From an optimization exercise on the open Yosys and OpenROAD flow, aimed at small area, a short achievable clock period and few clock cycles per item; shortcuts taken in it are not production practice.
The RTL was checked by simulation tests, not by an equivalence proof against the original design.

--- design/flow/run.sh ---
#!/bin/bash
# synth_recipe.tcl (not shown) runs the flow's synth.tcl, then flattens the netlist and writes it again
# the make line also repeats each setting of config.mk as NAME=value (left out here)
make -C /OpenROAD-flow-scripts/flow DESIGN_CONFIG=/design/flow/config.mk WORK_HOME=/design/flow/orfs CLKGATE_MAP_FILE= SYNTH_SCRIPT=/design/flow/synth_recipe.tcl finish
--- design/flow/config.mk ---
export PLATFORM = sky130hd
export DESIGN_NAME = fft_butterfly
export DESIGN_NICKNAME = fft_butterfly
export VERILOG_FILES = /design/flow/design.v
export SDC_FILE = /design/flow/constraint.sdc
export NUM_CORES = 4
export LEC_CHECK = 0
export ABC_CLOCK_PERIOD_IN_PS = 16000
export CAP_MARGIN = 20
export CORE_MARGIN = 2
export CORE_UTILIZATION = 40
export SETUP_SLACK_MARGIN = 0.2
export SLEW_MARGIN = 20
--- design/flow/constraint.sdc ---
create_clock -name core_clock -period 20.0 [get_ports {clk}]
set_input_delay 4.0000 -clock core_clock [delete_from_list [all_inputs] [get_ports {clk}]]
set_output_delay 4.0000 -clock core_clock [all_outputs]
set_load 0.01 [all_outputs]
--- design/flow/design.v ---
module fpm_pre (
    input  wire [31:0] x,
    output wire        s,
    output wire        nan,
    output wire        inf,
    output wire        zero,
    output reg  [9:0]  ex,
    output reg  [23:0] m
);
    wire [7:0]  e = x[30:23];
    wire [22:0] f = x[22:0];
    assign s    = x[31];
    assign nan  = (e == 8'hFF) && (f != 23'd0);
    assign inf  = (e == 8'hFF) && (f == 23'd0);
    assign zero = (e == 8'h00) && (f == 23'd0);
    wire [5:0] lz6;
    lzc32 u_lz (.x({1'b0, f, 8'd0}), .n(lz6));
    wire [4:0] lz = lz6[4:0];
    always @(*) begin
        if (e != 8'h00) begin
            m  = {1'b1, f};
            ex = {2'b00, e};
        end else begin
            m  = {1'b0, f} << lz;
            ex = 10'd1 - {5'd0, lz};
        end
    end
endmodule
module fpm_prod (
    input  wire        sa, na, ia, za,
    input  wire [9:0]  ea,
    input  wire [23:0] ma,
    input  wire        sb, nb, ib, zb,
    input  wire [9:0]  eb,
    input  wire [23:0] mb,
    output wire        s,
    output wire        nan,
    output wire        inf,
    output wire        zero,
    output wire [9:0]  e46,
    output wire [25:0] p,
    output wire        sticky
);
    wire [47:0] prod = ma * mb;
    assign p      = prod[47:22];
    assign sticky = |prod[21:0];
    assign e46    = ea + eb - 10'd127;
    assign s      = sa ^ sb;
    assign nan    = na | nb | (ia & zb) | (za & ib);
    assign inf    = ia | ib;
    assign zero   = za | zb;
endmodule
module fpm_round (
    input  wire        s_in,
    input  wire        nan_in,
    input  wire        inf_in,
    input  wire        zero_in,
    input  wire [9:0]  e46,
    input  wire [25:0] p,
    input  wire        sticky,
    output wire        s,
    output wire        nan,
    output reg         inf,
    output reg  [7:0]  e,
    output reg  [23:0] m
);
    assign s   = s_in;
    assign nan = nan_in;
    wire [26:0] n0  = p[25] ? {p, sticky} : {p[24:0], sticky, 1'b0};
    wire [9:0]  ex0 = e46 + {9'd0, p[25]};
    wire        uf  = ex0[9] || (ex0 == 10'd0);
    wire [9:0]  sh  = 10'd1 - ex0;
    wire [26:0] nsh;
    shr_sticky27 u_sh (.x(n0), .sh(sh[4:0]), .y(nsh));
    wire [26:0] n   = !uf ? n0 : (sh[9:5] != 5'd0) ? {26'd0, |n0} : nsh;
    wire [9:0]  ex  = uf ? 10'd1 : ex0;
    wire        rnd = n[2] & (n[1] | n[0] | n[3]);
    wire [24:0] mr  = {1'b0, n[26:3]} + {24'd0, rnd};
    wire [9:0]  ef  = ex + {9'd0, mr[24]};
    always @(*) begin
        inf = inf_in | (!zero_in && (ef[9:8] != 2'b00 || ef[7:0] == 8'hFF));
        e   = zero_in ? 8'd1 : ef[7:0];
        m   = zero_in ? 24'd0 : {mr[24] | mr[23], mr[22:0]};
    end
endmodule
module fadd_align (
    input  wire [7:0]  ea,
    input  wire [23:0] ma,
    input  wire [7:0]  eb,
    input  wire [23:0] mb,
    output wire        swap,        
    output wire [7:0]  ex,
    output wire [26:0] xs,
    output wire [26:0] zs
);
    assign swap = {eb, mb} > {ea, ma};
    assign ex   = swap ? eb : ea;
    wire [23:0] mx = swap ? mb : ma;
    wire [23:0] mz = swap ? ma : mb;
    wire [8:0]  dab = {1'b0, ea} - {1'b0, eb};
    wire [8:0]  dba = {1'b0, eb} - {1'b0, ea};
    wire [7:0]  d   = dab[8] ? dba[7:0] : dab[7:0];
    assign xs = {mx, 3'b000};
    wire [26:0] zsh;
    shr_sticky27 u_sh (.x({mz, 3'b000}), .sh(d[4:0]), .y(zsh));
    assign zs = (d[7:5] != 3'd0) ? {26'd0, |mz} : zsh;
endmodule
module fadd_norm #(
    parameter NOLEFT = 0          
) (
    input  wire [7:0]  ex,
    input  wire [27:0] s,
    output reg  [9:0]  e,         
    output reg  [23:0] m,
    output wire        is_zero
);
    assign is_zero = (s == 28'd0);
    reg  [26:0] lim;
    integer     j;
    always @(*) begin
        for (j = 0; j < 27; j = j + 1)
            lim[j] = (ex == 8'd27 - j[7:0]);
    end
    wire [5:0] lz;
    lzc32 u_lz (.x({s[26:0] | lim, 5'b10000}), .n(lz));
    wire [4:0] sh = NOLEFT ? 5'd0 : lz[4:0];
    reg [26:0] n;
    reg [9:0]  en;
    reg        rnd;
    reg [24:0] mr;
    always @(*) begin
        if (s[27]) begin
            n  = {s[27:2], s[1] | s[0]};
            en = {2'b00, ex} + 10'd1;
        end else begin
            n  = s[26:0] << sh;
            en = {2'b00, ex} - {5'd0, sh};
        end
        rnd = n[2] & (n[1] | n[0] | n[3]);
        mr  = {1'b0, n[26:3]} + {24'd0, rnd};
        e   = en + {9'd0, mr[24]};
        m   = {mr[24] | mr[23], mr[22:0]};
    end
endmodule
module fadd_a (
    input  wire        sa, na, ia,
    input  wire [7:0]  ea,
    input  wire [23:0] ma,
    input  wire        sb, nb, ib,
    input  wire [7:0]  eb,
    input  wire [23:0] mb,
    output wire        s,           
    output wire        zs_sign,     
    output wire        nan,
    output wire        inf,
    output wire        inf_sign,
    output wire [7:0]  ex,
    output wire [27:0] sum
);
    wire        swap;
    wire [26:0] xs, zs;
    fadd_align u_al (.ea(ea), .ma(ma), .eb(eb), .mb(mb), .swap(swap), .ex(ex), .xs(xs), .zs(zs));
    wire eff_sub = sa ^ sb;
    assign sum      = eff_sub ? ({1'b0, xs} - {1'b0, zs}) : ({1'b0, xs} + {1'b0, zs});
    assign s        = swap ? sb : sa;
    assign zs_sign  = sa & sb;
    assign nan      = na | nb | (ia & ib & eff_sub);
    assign inf      = ia | ib;
    assign inf_sign = ia ? sa : sb;
endmodule
module fadd_b (
    input  wire        s_in,
    input  wire        zs_sign,
    input  wire        nan_in,
    input  wire        inf_in,
    input  wire        inf_sign,
    input  wire [7:0]  ex,
    input  wire [27:0] sum,
    output wire        s,
    output wire        nan,
    output wire        inf,
    output wire [7:0]  e,
    output wire [23:0] m
);
    wire [9:0]  en;
    wire [23:0] mn;
    wire        z;
    fadd_norm u_n (.ex(ex), .s(sum), .e(en), .m(mn), .is_zero(z));
    wire ovf = (en[9:8] != 2'b00) || (en[7:0] == 8'hFF);
    assign nan = nan_in;
    assign inf = inf_in | ovf;
    assign s   = inf_in ? inf_sign : (z ? zs_sign : s_in);
    assign e   = z ? 8'd1 : en[7:0];
    assign m   = mn;
endmodule
module fdual_a (
    input  wire        sa, na, ia,
    input  wire [7:0]  ea,
    input  wire [23:0] ma,
    input  wire        st, nt, it,
    input  wire [7:0]  et,
    input  wire [23:0] mt,
    output wire        sgn_add,     
    output wire        sgn_sub,     
    output wire        sub0,        
    output wire        nan0, nan1,
    output wire        inf0, inf1,
    output wire        isg0, isg1,  
    output wire [7:0]  ex,
    output wire [27:0] sum,
    output wire [26:0] dif
);
    wire        swap;
    wire [26:0] xs, zs;
    fadd_align u_al (.ea(ea), .ma(ma), .eb(et), .mb(mt), .swap(swap), .ex(ex), .xs(xs), .zs(zs));
    assign sum     = {1'b0, xs} + {1'b0, zs};
    assign dif     = xs - zs;
    assign sub0    = sa ^ st;
    assign sgn_add = sa;
    assign sgn_sub = swap ? ~sa : sa;
    assign nan0    = na | nt | (ia & it & (sa ^ st));
    assign nan1    = na | nt | (ia & it & ~(sa ^ st));
    assign inf0    = ia | it;
    assign inf1    = ia | it;
    assign isg0    = ia ? sa : st;
    assign isg1    = ia ? sa : ~st;
endmodule
module fdual_b (
    input  wire        sgn_add,
    input  wire        sgn_sub,
    input  wire        sub0,
    input  wire        nan0, nan1,
    input  wire        inf0, inf1,
    input  wire        isg0, isg1,
    input  wire [7:0]  ex,
    input  wire [27:0] sum,
    input  wire [26:0] dif,
    output wire [31:0] y0,
    output wire [31:0] y1
);
    wire [9:0]  ea, ed;
    wire [23:0] mad, mdf;
    wire        za, zd;
    fadd_norm #(.NOLEFT(1)) u_na (.ex(ex), .s(sum),          .e(ea), .m(mad), .is_zero(za));
    fadd_norm u_nd (.ex(ex), .s({1'b0, dif}),  .e(ed), .m(mdf), .is_zero(zd));
    wire        ovf_a = (ea[9:8] != 2'b00) || (ea[7:0] == 8'hFF);
    wire [31:0] r_add = ovf_a ? {sgn_add, 8'hFF, 23'd0}
                              : {sgn_add, mad[23] ? ea[7:0] : 8'd0, mad[22:0]};
    wire [31:0] r_dif = {sgn_sub & ~zd, mdf[23] ? ed[7:0] : 8'd0, mdf[22:0]};
    wire [31:0] q0 = sub0 ? r_dif : r_add;
    wire [31:0] q1 = sub0 ? r_add : r_dif;
    assign y0 = nan0 ? 32'h7FC00000 : inf0 ? {isg0, 8'hFF, 23'd0} : q0;
    assign y1 = nan1 ? 32'h7FC00000 : inf1 ? {isg1, 8'hFF, 23'd0} : q1;
endmodule
module lzc32 (
    input  wire [31:0] x,
    output wire [5:0]  n
);
    wire [15:0] z1;
    wire [15:0] c1;
    genvar i;
    generate for (i = 0; i < 16; i = i + 1) begin : l1
        assign z1[i] = ~(x[2*i+1] | x[2*i]);
        assign c1[i] = ~x[2*i+1];
    end endgenerate
    wire [7:0]  z2;
    wire [15:0] c2;
    generate for (i = 0; i < 8; i = i + 1) begin : l2
        assign z2[i]        = z1[2*i+1] & z1[2*i];
        assign c2[2*i+1 -: 2] = z1[2*i+1] ? {1'b1, c1[2*i]} : {1'b0, c1[2*i+1]};
    end endgenerate
    wire [3:0]  z3;
    wire [11:0] c3;
    generate for (i = 0; i < 4; i = i + 1) begin : l3
        assign z3[i]          = z2[2*i+1] & z2[2*i];
        assign c3[3*i+2 -: 3] = z2[2*i+1] ? {1'b1, c2[2*(2*i)+1 -: 2]} : {1'b0, c2[2*(2*i+1)+1 -: 2]};
    end endgenerate
    wire [1:0]  z4;
    wire [7:0]  c4;
    generate for (i = 0; i < 2; i = i + 1) begin : l4
        assign z4[i]          = z3[2*i+1] & z3[2*i];
        assign c4[4*i+3 -: 4] = z3[2*i+1] ? {1'b1, c3[3*(2*i)+2 -: 3]} : {1'b0, c3[3*(2*i+1)+2 -: 3]};
    end endgenerate
    assign n = (z4[1] & z4[0]) ? 6'd32 :
               z4[1] ? {2'b01, c4[3:0]} : {2'b00, c4[7:4]};
endmodule
module shr_sticky27 (
    input  wire [26:0] x,
    input  wire [4:0]  sh,
    output wire [26:0] y
);
    wire [26:0] l4 = sh[4] ? {16'd0, x[26:16]}  : x;
    wire        s4 = sh[4] & (|x[15:0]);
    wire [26:0] l3 = sh[3] ? {8'd0, l4[26:8]}   : l4;
    wire        s3 = sh[3] & (|l4[7:0]);
    wire [26:0] l2 = sh[2] ? {4'd0, l3[26:4]}   : l3;
    wire        s2 = sh[2] & (|l3[3:0]);
    wire [26:0] l1 = sh[1] ? {2'd0, l2[26:2]}   : l2;
    wire        s1 = sh[1] & (|l2[1:0]);
    wire [26:0] l0 = sh[0] ? {1'd0, l1[26:1]}   : l1;
    wire        s0 = sh[0] & l1[0];
    assign y = {l0[26:1], l0[0] | s0 | s1 | s2 | s3 | s4};
endmodule
module fft_butterfly #(
    parameter PRE_IN = 1,
    parameter C2 = 1,
    parameter C3 = 1,
    parameter C4 = 1,
    parameter C5 = 1
) (
    input  wire        clk,
    input  wire        rst,         
    input  wire        in_valid,
    output wire        in_ready,
    input  wire [31:0] w_re,
    input  wire [31:0] w_im,
    input  wire [31:0] a_re,
    input  wire [31:0] a_im,
    input  wire [31:0] b_re,
    input  wire [31:0] b_im,
    output wire        out_valid,
    output wire [31:0] y0_re,
    output wire [31:0] y0_im,
    output wire [31:0] y1_re,
    output wire [31:0] y1_im
);
    assign in_ready = 1'b1;
    localparam OPW = 38;
    wire [OPW-1:0] u_wr, u_wi, u_br, u_bi;
    wire [OPW-1:0] q_wr, q_wi, q_br, q_bi;
    wire [63:0]    a0;
    wire           v0;
    pipev c0v (.clk(clk), .rst(rst), .d(in_valid), .q(v0));
    pipe #(.W(64)) c0a (.clk(clk), .d({a_re, a_im}), .q(a0));
    generate if (PRE_IN) begin : g_pre_in
        fpm_pre p_wr (.x(w_re), .s(u_wr[37]), .nan(u_wr[36]), .inf(u_wr[35]), .zero(u_wr[34]), .ex(u_wr[33:24]), .m(u_wr[23:0]));
        fpm_pre p_wi (.x(w_im), .s(u_wi[37]), .nan(u_wi[36]), .inf(u_wi[35]), .zero(u_wi[34]), .ex(u_wi[33:24]), .m(u_wi[23:0]));
        fpm_pre p_br (.x(b_re), .s(u_br[37]), .nan(u_br[36]), .inf(u_br[35]), .zero(u_br[34]), .ex(u_br[33:24]), .m(u_br[23:0]));
        fpm_pre p_bi (.x(b_im), .s(u_bi[37]), .nan(u_bi[36]), .inf(u_bi[35]), .zero(u_bi[34]), .ex(u_bi[33:24]), .m(u_bi[23:0]));
        pipe #(.W(4*OPW)) c0 (.clk(clk), .d({u_wr, u_wi, u_br, u_bi}), .q({q_wr, q_wi, q_br, q_bi}));
    end else begin : g_pre_out
        wire [127:0] r;
        pipe #(.W(128)) c0 (.clk(clk), .d({w_re, w_im, b_re, b_im}), .q(r));
        fpm_pre p_wr (.x(r[127:96]), .s(q_wr[37]), .nan(q_wr[36]), .inf(q_wr[35]), .zero(q_wr[34]), .ex(q_wr[33:24]), .m(q_wr[23:0]));
        fpm_pre p_wi (.x(r[95:64]),  .s(q_wi[37]), .nan(q_wi[36]), .inf(q_wi[35]), .zero(q_wi[34]), .ex(q_wi[33:24]), .m(q_wi[23:0]));
        fpm_pre p_br (.x(r[63:32]),  .s(q_br[37]), .nan(q_br[36]), .inf(q_br[35]), .zero(q_br[34]), .ex(q_br[33:24]), .m(q_br[23:0]));
        fpm_pre p_bi (.x(r[31:0]),   .s(q_bi[37]), .nan(q_bi[36]), .inf(q_bi[35]), .zero(q_bi[34]), .ex(q_bi[33:24]), .m(q_bi[23:0]));
    end endgenerate
    localparam PW = 41;
    wire [PW-1:0] x_rr, x_ii, x_ri, x_ir;
    wire [PW-1:0] y_rr, y_ii, y_ri, y_ir;
    fpm_prod m_rr (.sa(q_wr[37]), .na(q_wr[36]), .ia(q_wr[35]), .za(q_wr[34]), .ea(q_wr[33:24]), .ma(q_wr[23:0]),
                   .sb(q_br[37]), .nb(q_br[36]), .ib(q_br[35]), .zb(q_br[34]), .eb(q_br[33:24]), .mb(q_br[23:0]),
                   .s(x_rr[40]), .nan(x_rr[39]), .inf(x_rr[38]), .zero(x_rr[37]), .e46(x_rr[36:27]), .p(x_rr[26:1]), .sticky(x_rr[0]));
    fpm_prod m_ii (.sa(q_wi[37]), .na(q_wi[36]), .ia(q_wi[35]), .za(q_wi[34]), .ea(q_wi[33:24]), .ma(q_wi[23:0]),
                   .sb(q_bi[37]), .nb(q_bi[36]), .ib(q_bi[35]), .zb(q_bi[34]), .eb(q_bi[33:24]), .mb(q_bi[23:0]),
                   .s(x_ii[40]), .nan(x_ii[39]), .inf(x_ii[38]), .zero(x_ii[37]), .e46(x_ii[36:27]), .p(x_ii[26:1]), .sticky(x_ii[0]));
    fpm_prod m_ri (.sa(q_wr[37]), .na(q_wr[36]), .ia(q_wr[35]), .za(q_wr[34]), .ea(q_wr[33:24]), .ma(q_wr[23:0]),
                   .sb(q_bi[37]), .nb(q_bi[36]), .ib(q_bi[35]), .zb(q_bi[34]), .eb(q_bi[33:24]), .mb(q_bi[23:0]),
                   .s(x_ri[40]), .nan(x_ri[39]), .inf(x_ri[38]), .zero(x_ri[37]), .e46(x_ri[36:27]), .p(x_ri[26:1]), .sticky(x_ri[0]));
    fpm_prod m_ir (.sa(q_wi[37]), .na(q_wi[36]), .ia(q_wi[35]), .za(q_wi[34]), .ea(q_wi[33:24]), .ma(q_wi[23:0]),
                   .sb(q_br[37]), .nb(q_br[36]), .ib(q_br[35]), .zb(q_br[34]), .eb(q_br[33:24]), .mb(q_br[23:0]),
                   .s(x_ir[40]), .nan(x_ir[39]), .inf(x_ir[38]), .zero(x_ir[37]), .e46(x_ir[36:27]), .p(x_ir[26:1]), .sticky(x_ir[0]));
    wire        v1;
    wire [63:0] a1;
    pipev c1v (.clk(clk), .rst(rst), .d(v0), .q(v1));
    pipe #(.W(64 + 4*PW)) c1 (.clk(clk), .d({a0, x_rr, x_ii, x_ri, x_ir}), .q({a1, y_rr, y_ii, y_ri, y_ir}));
    localparam UW = 35;
    wire [UW-1:0] r_rr, r_ii, r_ri, r_ir;
    wire [UW-1:0] t_rr, t_ii, t_ri, t_ir;
    fpm_round o_rr (.s_in(y_rr[40]), .nan_in(y_rr[39]), .inf_in(y_rr[38]), .zero_in(y_rr[37]), .e46(y_rr[36:27]), .p(y_rr[26:1]), .sticky(y_rr[0]),
                    .s(r_rr[34]), .nan(r_rr[33]), .inf(r_rr[32]), .e(r_rr[31:24]), .m(r_rr[23:0]));
    fpm_round o_ii (.s_in(y_ii[40]), .nan_in(y_ii[39]), .inf_in(y_ii[38]), .zero_in(y_ii[37]), .e46(y_ii[36:27]), .p(y_ii[26:1]), .sticky(y_ii[0]),
                    .s(r_ii[34]), .nan(r_ii[33]), .inf(r_ii[32]), .e(r_ii[31:24]), .m(r_ii[23:0]));
    fpm_round o_ri (.s_in(y_ri[40]), .nan_in(y_ri[39]), .inf_in(y_ri[38]), .zero_in(y_ri[37]), .e46(y_ri[36:27]), .p(y_ri[26:1]), .sticky(y_ri[0]),
                    .s(r_ri[34]), .nan(r_ri[33]), .inf(r_ri[32]), .e(r_ri[31:24]), .m(r_ri[23:0]));
    fpm_round o_ir (.s_in(y_ir[40]), .nan_in(y_ir[39]), .inf_in(y_ir[38]), .zero_in(y_ir[37]), .e46(y_ir[36:27]), .p(y_ir[26:1]), .sticky(y_ir[0]),
                    .s(r_ir[34]), .nan(r_ir[33]), .inf(r_ir[32]), .e(r_ir[31:24]), .m(r_ir[23:0]));
    wire        v2;
    wire [63:0] a2;
    pipev #(.EN(C2)) c2v (.clk(clk), .rst(rst), .d(v1), .q(v2));
    pipe #(.W(64 + 4*UW), .EN(C2)) c2 (.clk(clk), .d({a1, r_rr, r_ii, r_ri, r_ir}), .q({a2, t_rr, t_ii, t_ri, t_ir}));
    localparam SW = 41;
    wire [SW-1:0] s_tr, s_ti, h_tr, h_ti;
    fadd_a ad_tr (.sa(t_rr[34]),  .na(t_rr[33]), .ia(t_rr[32]), .ea(t_rr[31:24]), .ma(t_rr[23:0]),
                  .sb(~t_ii[34]), .nb(t_ii[33]), .ib(t_ii[32]), .eb(t_ii[31:24]), .mb(t_ii[23:0]),
                  .s(s_tr[40]), .zs_sign(s_tr[39]), .nan(s_tr[38]), .inf(s_tr[37]), .inf_sign(s_tr[36]),
                  .ex(s_tr[35:28]), .sum(s_tr[27:0]));
    fadd_a ad_ti (.sa(t_ri[34]),  .na(t_ri[33]), .ia(t_ri[32]), .ea(t_ri[31:24]), .ma(t_ri[23:0]),
                  .sb(t_ir[34]),  .nb(t_ir[33]), .ib(t_ir[32]), .eb(t_ir[31:24]), .mb(t_ir[23:0]),
                  .s(s_ti[40]), .zs_sign(s_ti[39]), .nan(s_ti[38]), .inf(s_ti[37]), .inf_sign(s_ti[36]),
                  .ex(s_ti[35:28]), .sum(s_ti[27:0]));
    wire        v3;
    wire [63:0] a3;
    pipev #(.EN(C3)) c3v (.clk(clk), .rst(rst), .d(v2), .q(v3));
    pipe #(.W(64 + 2*SW), .EN(C3)) c3 (.clk(clk), .d({a2, s_tr, s_ti}), .q({a3, h_tr, h_ti}));
    wire [UW-1:0] u_tr, u_ti, k_tr, k_ti;
    fadd_b nb_tr (.s_in(h_tr[40]), .zs_sign(h_tr[39]), .nan_in(h_tr[38]), .inf_in(h_tr[37]), .inf_sign(h_tr[36]),
                  .ex(h_tr[35:28]), .sum(h_tr[27:0]),
                  .s(u_tr[34]), .nan(u_tr[33]), .inf(u_tr[32]), .e(u_tr[31:24]), .m(u_tr[23:0]));
    fadd_b nb_ti (.s_in(h_ti[40]), .zs_sign(h_ti[39]), .nan_in(h_ti[38]), .inf_in(h_ti[37]), .inf_sign(h_ti[36]),
                  .ex(h_ti[35:28]), .sum(h_ti[27:0]),
                  .s(u_ti[34]), .nan(u_ti[33]), .inf(u_ti[32]), .e(u_ti[31:24]), .m(u_ti[23:0]));
    wire        v4;
    wire [63:0] a4;
    pipev #(.EN(C4)) c4v (.clk(clk), .rst(rst), .d(v3), .q(v4));
    pipe #(.W(64 + 2*UW), .EN(C4)) c4 (.clk(clk), .d({a3, u_tr, u_ti}), .q({a4, k_tr, k_ti}));
    wire [UW-1:0] k_ar, k_ai;
    assign k_ar = {a4[63], (a4[62:55] == 8'hFF) && (a4[54:32] != 23'd0), (a4[62:55] == 8'hFF) && (a4[54:32] == 23'd0),
                   (a4[62:55] == 8'h00) ? 8'd1 : a4[62:55], (a4[62:55] != 8'h00), a4[54:32]};
    assign k_ai = {a4[31], (a4[30:23] == 8'hFF) && (a4[22:0] != 23'd0), (a4[30:23] == 8'hFF) && (a4[22:0] == 23'd0),
                   (a4[30:23] == 8'h00) ? 8'd1 : a4[30:23], (a4[30:23] != 8'h00), a4[22:0]};
    localparam DW = 72;
    wire [DW-1:0] d_re, d_im, e_re, e_im;
    fdual_a da_re (.sa(k_ar[34]), .na(k_ar[33]), .ia(k_ar[32]), .ea(k_ar[31:24]), .ma(k_ar[23:0]),
                   .st(k_tr[34]), .nt(k_tr[33]), .it(k_tr[32]), .et(k_tr[31:24]), .mt(k_tr[23:0]),
                   .sgn_add(d_re[71]), .sgn_sub(d_re[70]), .sub0(d_re[69]), .nan0(d_re[68]), .nan1(d_re[67]),
                   .inf0(d_re[66]), .inf1(d_re[65]), .isg0(d_re[64]), .isg1(d_re[63]),
                   .ex(d_re[62:55]), .sum(d_re[54:27]), .dif(d_re[26:0]));
    fdual_a da_im (.sa(k_ai[34]), .na(k_ai[33]), .ia(k_ai[32]), .ea(k_ai[31:24]), .ma(k_ai[23:0]),
                   .st(k_ti[34]), .nt(k_ti[33]), .it(k_ti[32]), .et(k_ti[31:24]), .mt(k_ti[23:0]),
                   .sgn_add(d_im[71]), .sgn_sub(d_im[70]), .sub0(d_im[69]), .nan0(d_im[68]), .nan1(d_im[67]),
                   .inf0(d_im[66]), .inf1(d_im[65]), .isg0(d_im[64]), .isg1(d_im[63]),
                   .ex(d_im[62:55]), .sum(d_im[54:27]), .dif(d_im[26:0]));
    wire v5;
    pipev #(.EN(C5)) c5v (.clk(clk), .rst(rst), .d(v4), .q(v5));
    pipe #(.W(2*DW), .EN(C5)) c5 (.clk(clk), .d({d_re, d_im}), .q({e_re, e_im}));
    wire [31:0] s0r, s1r, s0i, s1i;
    fdual_b db_re (.sgn_add(e_re[71]), .sgn_sub(e_re[70]), .sub0(e_re[69]), .nan0(e_re[68]), .nan1(e_re[67]),
                   .inf0(e_re[66]), .inf1(e_re[65]), .isg0(e_re[64]), .isg1(e_re[63]),
                   .ex(e_re[62:55]), .sum(e_re[54:27]), .dif(e_re[26:0]), .y0(s0r), .y1(s1r));
    fdual_b db_im (.sgn_add(e_im[71]), .sgn_sub(e_im[70]), .sub0(e_im[69]), .nan0(e_im[68]), .nan1(e_im[67]),
                   .inf0(e_im[66]), .inf1(e_im[65]), .isg0(e_im[64]), .isg1(e_im[63]),
                   .ex(e_im[62:55]), .sum(e_im[54:27]), .dif(e_im[26:0]), .y0(s0i), .y1(s1i));
    wire v6;
    pipev c6v (.clk(clk), .rst(rst), .d(v5), .q(v6));
    pipe #(.W(128)) c6 (.clk(clk), .d({s0r, s0i, s1r, s1i}), .q({y0_re, y0_im, y1_re, y1_im}));
    assign out_valid = v6;
endmodule
module pipe #(
    parameter W  = 1,
    parameter EN = 1
) (
    input  wire         clk,
    input  wire [W-1:0] d,
    output wire [W-1:0] q
);
    generate if (EN) begin : g_reg
        reg [W-1:0] r;
        always @(posedge clk) r <= d;
        assign q = r;
    end else begin : g_wire
        assign q = d;
    end endgenerate
endmodule
module pipev #(
    parameter EN = 1
) (
    input  wire clk,
    input  wire rst,
    input  wire d,
    output wire q
);
    generate if (EN) begin : g_reg
        reg r;
        always @(posedge clk) begin
            if (rst) r <= 1'b0;
            else     r <= d;
        end
        assign q = r;
    end else begin : g_wire
        assign q = d;
    end endgenerate
endmodule
==> run notes <==
## layer usage
layer | global-route usage | vias up | wire [um]
met5 | 0 | - | 92
met4 | 0.08542 | 14 | 19720
met3 | 0.03805 | 807 | 37220
met2 | 0.4048 | 4744 | 234000
met1 | 0.3377 | 65850 | 225100
li1 | - | 62560 | -
## critical path: cells and delay by family, from the launching register on
| family | cells | cell delay [ns] |
|---|---|---|
| AND/OR/NAND/NOR | 10 | 1.83 |
| flip-flops | 1 | 0.35 |
| buffers and inverters | 2 | 0.24 |
| AO/OA/AOI/OAI | 24 | 5.71 |
| adder cells (fa/ha/maj) | 3 | 0.82 |
| multiplexers | 2 | 0.37 |
## layout make-up
cell class / instances / area (sq um)
clock inverters: 73 / 834.6
flip-flops and latches: 1199 / 24120
inverters: 2836 / 10650
fillers: 39960 / 226500
clock buffers: 184 / 4028
well taps: 5265 / 6588
diodes: 24 / 60.06
repair buffers: 548 / 4926
multi-input cells: 14280 / 122000
## metrics by stage
stage	area, sq um	worst slack, ns	hold WS, ns
floorplan	160700	12.03	0.3096
global placement	168200	10.72	0.3097
detailed placement	168300	10.67	0.3121
CTS	173100	10.62	0.3139
global route	173200	9.712	0.3225
finish	173200	10.52	0.3122
## worst max-delay path by stage
stage                              endpoint                             from  slack [ns]  depth (start not counted)
floorplan           c5.g_reg.r[125]$_DFF_P_          c4.g_reg.r[131]$_DFF_P_       12.03                         45
global placement    c1.g_reg.r[108]$_DFF_P_  g_pre_in.c0.g_reg.r[91]$_DFF_P_       10.72                         29
detailed placement  c1.g_reg.r[108]$_DFF_P_   g_pre_in.c0.g_reg.r[6]$_DFF_P_       10.67                         27
CTS                 c1.g_reg.r[108]$_DFF_P_   g_pre_in.c0.g_reg.r[6]$_DFF_P_       10.62                         27
global route        c5.g_reg.r[125]$_DFF_P_          c4.g_reg.r[130]$_DFF_P_        9.71                         41
finish              c5.g_reg.r[125]$_DFF_P_          c4.g_reg.r[130]$_DFF_P_       10.52                         41
## layout by cell type, fill, tap and decap left out, types with 154 or more instances in the layout
cell type,synthesis,routed
a211oi_1,168,167
a21o_1,164,163
a21oi_1,897,894
and2_1,1274,1274
buf_4,20,224
clkdlybuf4s50_1,0,323
dfxtp_1,1199,1106
fa_1,1948,1948
ha_1,1222,1222
inv_1,2812,2812
mux2_2,223,223
mux2i_1,665,661
nand2_1,2294,2294
nand2b_1,154,154
nand3_1,294,294
nor2_1,1156,1154
nor3_1,291,289
o21ai_0,637,634
xnor2_1,462,456
xor2_1,223,221
## state kept, by name (all words and copies together) (netlist names)
register and cells:
c0a.g_reg.r 64, c0v.g_reg.r 1, c1.g_reg.r 228, c1v.g_reg.r 1, c2.g_reg.r 204, c2v.g_reg.r 1, c3.g_reg.r 146, c3v.g_reg.r 1
c4.g_reg.r 134, c4v.g_reg.r 1, c5.g_reg.r 140, c5v.g_reg.r 1, c6.g_reg.r 128, c6v.g_reg.r 1, g_pre_in.c0.g_reg.r 148
## kinds of logic after synthesis
| group | share of synthesized area |
|---|---|
| DFF | 0.1494 |
| buffers and inverters | 0.09303 |
| and+or+nand+nor | 0.1906 |
| muxes | 0.06190 |
| AOI/OAI and AO/OA | 0.1284 |
| xor gates and xnor gates | 0.03873 |
| other | 0.00002334 |
| adders and majority gates | 0.3378 |
==> run notes <==
status=complete, no violations; die area=406800 sq um; Max Fclk=0.1055 GHz; Hold Path End=c4.g_reg.r[76]$_DFF_P_; max incr delay on CP=0.88 ns; Setup-failing EPs final=0; row cnt=232; Worst-Margin Slew=1.224 ns; Ys Warns=14; fin cells=24410; GRT overflow=0; largest net degree at the start of global routing=93; Most used DFF post-synth=dfxtp_1; post-placement cell count=24120; Mean Syn Cell Area=8.282 sq um; FF-to-FF setup slack=10.52 ns; initial core utilization=0.4020; Core ar.=399700 sq um; Final nets=22370; Syn Inst Count=19400; worst skew pair latency=0.88 ns; Max-Cap Viols=0; most frequent cell after synthesis=inv_1; Setup Crit Path Kind=register to register; HP Start=c3.g_reg.r[88]$_DFF_P_; synthesized cell area=160700 sq um; number of distinct library cells after synthesis=132; CTS H-tree depth=4; Worst EP arrival=10.19 ns; CTS buffer count=146; setup bufs post-CTS=0; first-pass GRT wire length=799000 um; Hold Crit Depth=0; slew margin rel.=0.1776; Post-synth top cells=inv_1 (2812), nand2_1 (2294), fa_1 (1948), and2_1 (1274), ha_1 (1222); critical path data required time=20.71 ns; CP most frequent cell=a21oi_1; Die Y-Extent=637.8 um; initial antenna violation count=31; worst-path maximum fanout=92; Seq/Total Area, Yosys=0.1494; CTS Hold Bufs=0; vias per cell=5.490; R2R depth=41; Syn Nets=22770; cts repair resizes=0; vias post-DR=134000; WL/cell=21.15 um; clock sinks=1199; final hold vios=0; DRT antenna net count=0; GRT Resource Usage Total=0.2494; initial detailed-routing violation count=10170; slowest CP cell=a21o_4; total negative setup slack=0 ns; RSZ-0062 raised after global routing=no; detailed placement HPWL=396600 um; Area growth syn-to-layout=7.796%; CTS tree=done; Critical Path End Type=register; layout cell share with drive strength beyond 1=0.05440; Tcrit/Tclk final=0.4738; clk_skew=0.06048 ns; Clock transition at path regs=0.06 ns; final wirelength=516100 um; worst reg2reg startpoint=c4.g_reg.r[130]$_DFF_P_; HP Class=register to register; vias in the first global route=133000; Yosys reg bits=1199; fin crit period=9.476 ns; number of synthesized flops with an enable pin=0; CTS root buf=clkbuf_16; max-slew violations=0; Final GP Congestion=0.9397; DRC=0; Yosys top cell area share=0.2427; top cells by area, synth=fa_1 (24%), dfxtp_1 (15%), ha_1 (9.5%); worst-case clock buffer depth=4; PortBufs=323; CP Launch Type=register; Detailed Routing Iterations Pass 1=8; Yosys top cell by area=fa_1; I/O pins=325; share of the core filled with cells=0.4333; worst r2r dst=c5.g_reg.r[125]$_DFF_P_; async set-reset flop share out of synthesis=0; Die Wd=637.8 um
Testbench counts, summed over its fixed seeds: cycles 18,042, items 18,000.

## re-timing with driven ports
Ports are ideal in the flow. The routed layout listed here was re-timed in OpenROAD. Step 1 assumes that a clkbuf_16 drives the clock port and a buf_2 every other input. Step 2, shift: input delay + t, output delay - t, t = (earliest + latest rising clock arrival at the registers) / 2. This alone moves slack from input paths to output paths. Three values: ideal ports, drivers, drivers and shift; two values: the first two.
shift t [ns]: 0.980
slack for setup (ns): 10.524 / 10.524 / 10.524
hold slack, ns: 0.312 / 0.312 / 0.312
slew at the worst register clock pin (ns): 0.09 / 0.09
pins driven straight from the clock port: 1
After both steps setup and hold are still met in this run. The setup slack of this run moves by 0.000 ns with the drivers and by 0.000 ns with both steps.
